From an optimization exercise on the open Yosys and OpenROAD flow, aimed at small area and a short achievable clock period; shortcuts taken in it are not production practice.
The RTL was checked by simulation tests, not by an equivalence proof against the original design.
Power figures rest on the tool's default switching activity, not on a simulated workload.

==> flow/design.v <==
module wiz_pixel_decoder #(
    parameter N           = 64,
    parameter FRAME_BYTES = 6 * N,
    parameter [7:0] ACK_BYTE = 8'h06
) (
    input  wire                 clk,
    input  wire                 rst,
    input  wire                 rx_valid,
    input  wire [7:0]           rx_data,
    output wire                 rx_ready,
    output wire                 tx_valid,
    output wire [7:0]           tx_data,
    input  wire                 tx_ready,
    output wire                 disp_start,
    input  wire                 disp_done,
    input  wire [$clog2(N)-1:0] s1_raddr,
    input  wire [$clog2(N)-1:0] s2_raddr,
    output reg  [23:0]          s1_rdata,
    output reg  [23:0]          s2_rdata
);
    localparam CNT_W = $clog2(FRAME_BYTES);
    localparam SB    = 8 * FRAME_BYTES;
    reg             rdy;
    reg             dst;
    reg             wt;
    reg             tv;
    reg [CNT_W-1:0] cnt;       
    reg             last;      
    wire rx_fire = rx_valid && rdy;
    always @(posedge clk) begin
        if (rst) begin
            rdy  <= 1'b1;
            dst  <= 1'b0;
            wt   <= 1'b0;
            tv   <= 1'b0;
            cnt  <= {CNT_W{1'b0}};
            last <= 1'b0;
        end else begin
            dst <= rx_fire && last;
            if (rx_fire) begin
                cnt  <= cnt + 1'b1;
                last <= (cnt == FRAME_BYTES - 2);
                if (last) rdy <= 1'b0;
            end
            if (dst) wt <= 1'b1;
            if (wt && disp_done) begin
                wt <= 1'b0;
                tv <= 1'b1;
            end
            if (tv && tx_ready) begin
                tv   <= 1'b0;
                rdy  <= 1'b1;
                cnt  <= {CNT_W{1'b0}};
                last <= 1'b0;
            end
        end
    end
    assign rx_ready   = rdy;
    assign disp_start = dst;
    assign tx_valid   = tv;
    assign tx_data    = ACK_BYTE;
    reg          sh_en;
    reg [7:0]    sh_d;
    reg [SB-1:0] fb;
    always @(posedge clk) begin
        sh_en <= rx_fire;
        sh_d  <= rx_data;
        if (sh_en)
            fb <= {fb[SB-9:0], sh_d};
    end
    wire [24*N-1:0] strip1 = fb[SB-1 -: 24*N];
    wire [24*N-1:0] strip2 = fb[SB-1-24*N -: 24*N];
    wire [N-1:0] sel1a, sel1b, sel2a, sel2b;
    wire [7:0]   lo1, hi1, lo2, hi2;
    wpd_dec3 u_lo1 (.a(s1_raddr[2:0]), .y(lo1));
    wpd_dec3 u_hi1 (.a(s1_raddr[5:3]), .y(hi1));
    wpd_dec3 u_lo2 (.a(s2_raddr[2:0]), .y(lo2));
    wpd_dec3 u_hi2 (.a(s2_raddr[5:3]), .y(hi2));
    genvar gi, gb;
    generate
        for (gi = 0; gi < N; gi = gi + 1) begin : g_dec
            wpd_nand2 u_s1a (.a(hi1[gi/8]), .b(lo1[gi%8]), .y(sel1a[gi]));
            wpd_nand2 u_s1b (.a(hi1[gi/8]), .b(lo1[gi%8]), .y(sel1b[gi]));
            wpd_nand2 u_s2a (.a(hi2[gi/8]), .b(lo2[gi%8]), .y(sel2a[gi]));
            wpd_nand2 u_s2b (.a(hi2[gi/8]), .b(lo2[gi%8]), .y(sel2b[gi]));
        end
    endgenerate
    wire [23:0] rd1, rd2;
    generate
        for (gb = 0; gb < 24; gb = gb + 1) begin : g_bit
            wire [N-1:0] col1, col2;
            for (gi = 0; gi < N; gi = gi + 1) begin : g_col
                assign col1[gi] = strip1[24*(N-1-gi) + gb];
                assign col2[gi] = strip2[24*(N-1-gi) + gb];
            end
            wpd_sel64 u_m1 (.sel(gb < 12 ? sel1a : sel1b), .d(col1), .y(rd1[gb]));
            wpd_sel64 u_m2 (.sel(gb < 12 ? sel2a : sel2b), .d(col2), .y(rd2[gb]));
        end
    endgenerate
    always @(posedge clk) begin
        s1_rdata <= rd1;
        s2_rdata <= rd2;
    end
endmodule
module wpd_sel64 (
    input  wire [63:0] sel,
    input  wire [63:0] d,
    output wire        y
);
    wire [31:0] m;
    wire [15:0] p;
    wire [3:0]  q;
    genvar g;
    generate
        for (g = 0; g < 32; g = g + 1) begin : g_o2
            wpd_oai22 u (.a1(d[2*g]), .a2(sel[2*g]), .b1(d[2*g+1]), .b2(sel[2*g+1]),
                         .y(m[g]));
        end
        for (g = 0; g < 16; g = g + 1) begin : g_r2
            wpd_nor2 u (.a(m[2*g]), .b(m[2*g+1]), .y(p[g]));
        end
        for (g = 0; g < 4; g = g + 1) begin : g_n4
            wpd_nand4 u (.a(p[4*g]), .b(p[4*g+1]), .c(p[4*g+2]), .d(p[4*g+3]), .y(q[g]));
        end
    endgenerate
    wpd_nor4 u_y (.a(q[0]), .b(q[1]), .c(q[2]), .d(q[3]), .y(y));
endmodule
module wpd_oai22 (
    input  wire a1, a2, b1, b2,
    output wire y
);
    assign y = ~((a1 | a2) & (b1 | b2));
endmodule
module wpd_dec3 (
    input  wire [2:0] a,
    output wire [7:0] y
);
    genvar g;
    generate
        for (g = 0; g < 8; g = g + 1) begin : g_y
            assign y[g] = (a == g);
        end
    endgenerate
endmodule
module wpd_nand2 (
    input  wire a, b,
    output wire y
);
    assign y = ~(a & b);
endmodule
module wpd_nor2 (
    input  wire a, b,
    output wire y
);
    assign y = ~(a | b);
endmodule
module wpd_nand4 (
    input  wire a, b, c, d,
    output wire y
);
    assign y = ~(a & b & c & d);
endmodule
module wpd_nor4 (
    input  wire a, b, c, d,
    output wire y
);
    assign y = ~(a | b | c | d);
endmodule
Settings: LEC_CHECK=0, CAP_MARGIN=20, CORE_ASPECT_RATIO=0.5, CORE_MARGIN=2, CORE_UTILIZATION=65, CTS_CLUSTER_DIAMETER=90, CTS_CLUSTER_SIZE=28, SETUP_SLACK_MARGIN=3.7, SLEW_MARGIN=20, SYNTH_HIERARCHICAL=1, TNS_END_PERCENT=5; clock period 6.0 ns.
run.sh (not shown) runs the stock make flow with config.mk's settings and CLKGATE_MAP_FILE= SYNTH_SCRIPT=/design/flow/synth_recipe.tcl, a recipe that flattens the netlist after the stock synthesis.
The baseline finished with timing, DRC and antenna clean.
Edit:
Settings changed: SETUP_SLACK_MARGIN 3.7 to 3.6.
After rerunning:
- The changed run completed without violations
- routed wire length fell by 1.2%
- final area fell by about 0.55%
- clock-buffer cell count does not change
- worst setup slack loses 0.019 ns
- area after synthesis is unchanged
- synthesized cell count is unchanged
- non-clock buffer count came out lower by 19
- power is about the same
- die area does not change
- via count went down by 0.52%
Edit:
Settings changed: CORE_UTILIZATION 65 to 60.
After rerunning: Flip-flop and latch count does not change; total power barely changes; wire length is higher by 3.0%; worst setup slack degrades by 0.016 ns; worst hold slack improves by 0.024 ns; core utilization came out lower by 6.8 points.

[afterwards: timing with drivers on the ports]
The results above use ideal ports. As a check the final layouts listed here were re-extracted and re-timed, cells and wires unchanged.
Step 1 (the two cells are an assumption about what drives the block):
set clk [get_ports {clk}]
set_driving_cell -lib_cell sky130_fd_sc_hd__clkbuf_16 $clk
set_driving_cell -lib_cell sky130_fd_sc_hd__buf_2 [delete_from_list [all_inputs] $clk]
Step 2 also shifts input and output timing later by t, the mid clock arrival at the registers, as if the neighbouring blocks saw the same clock.
a / b / c = no drivers / after step 1 / after step 2; a / b = the first two.
run | shift t [ns] | slack for setup (ns) | hold slack, ns | clock arrival spread, ns | pins driven straight from the clock port
the first run | 0.907 | 3.396 / 3.322 / 2.518 | 0.389 / 0.389 / 0.389 | 0.051 / 0.051 | 1
the second run | 0.907 | 3.377 / 3.322 / 2.498 | 0.388 / 0.388 / 0.388 | 0.048 / 0.047 | 1
the third run | 0.927 | 3.361 / 3.306 / 2.453 | 0.412 / 0.412 / 0.412 | 0.035 / 0.035 | 1
After both steps setup and hold are still met in every run listed. For the third run, which loses most, drivers alone change the setup slack by -0.055 ns; drivers and shift together by -0.908 ns.
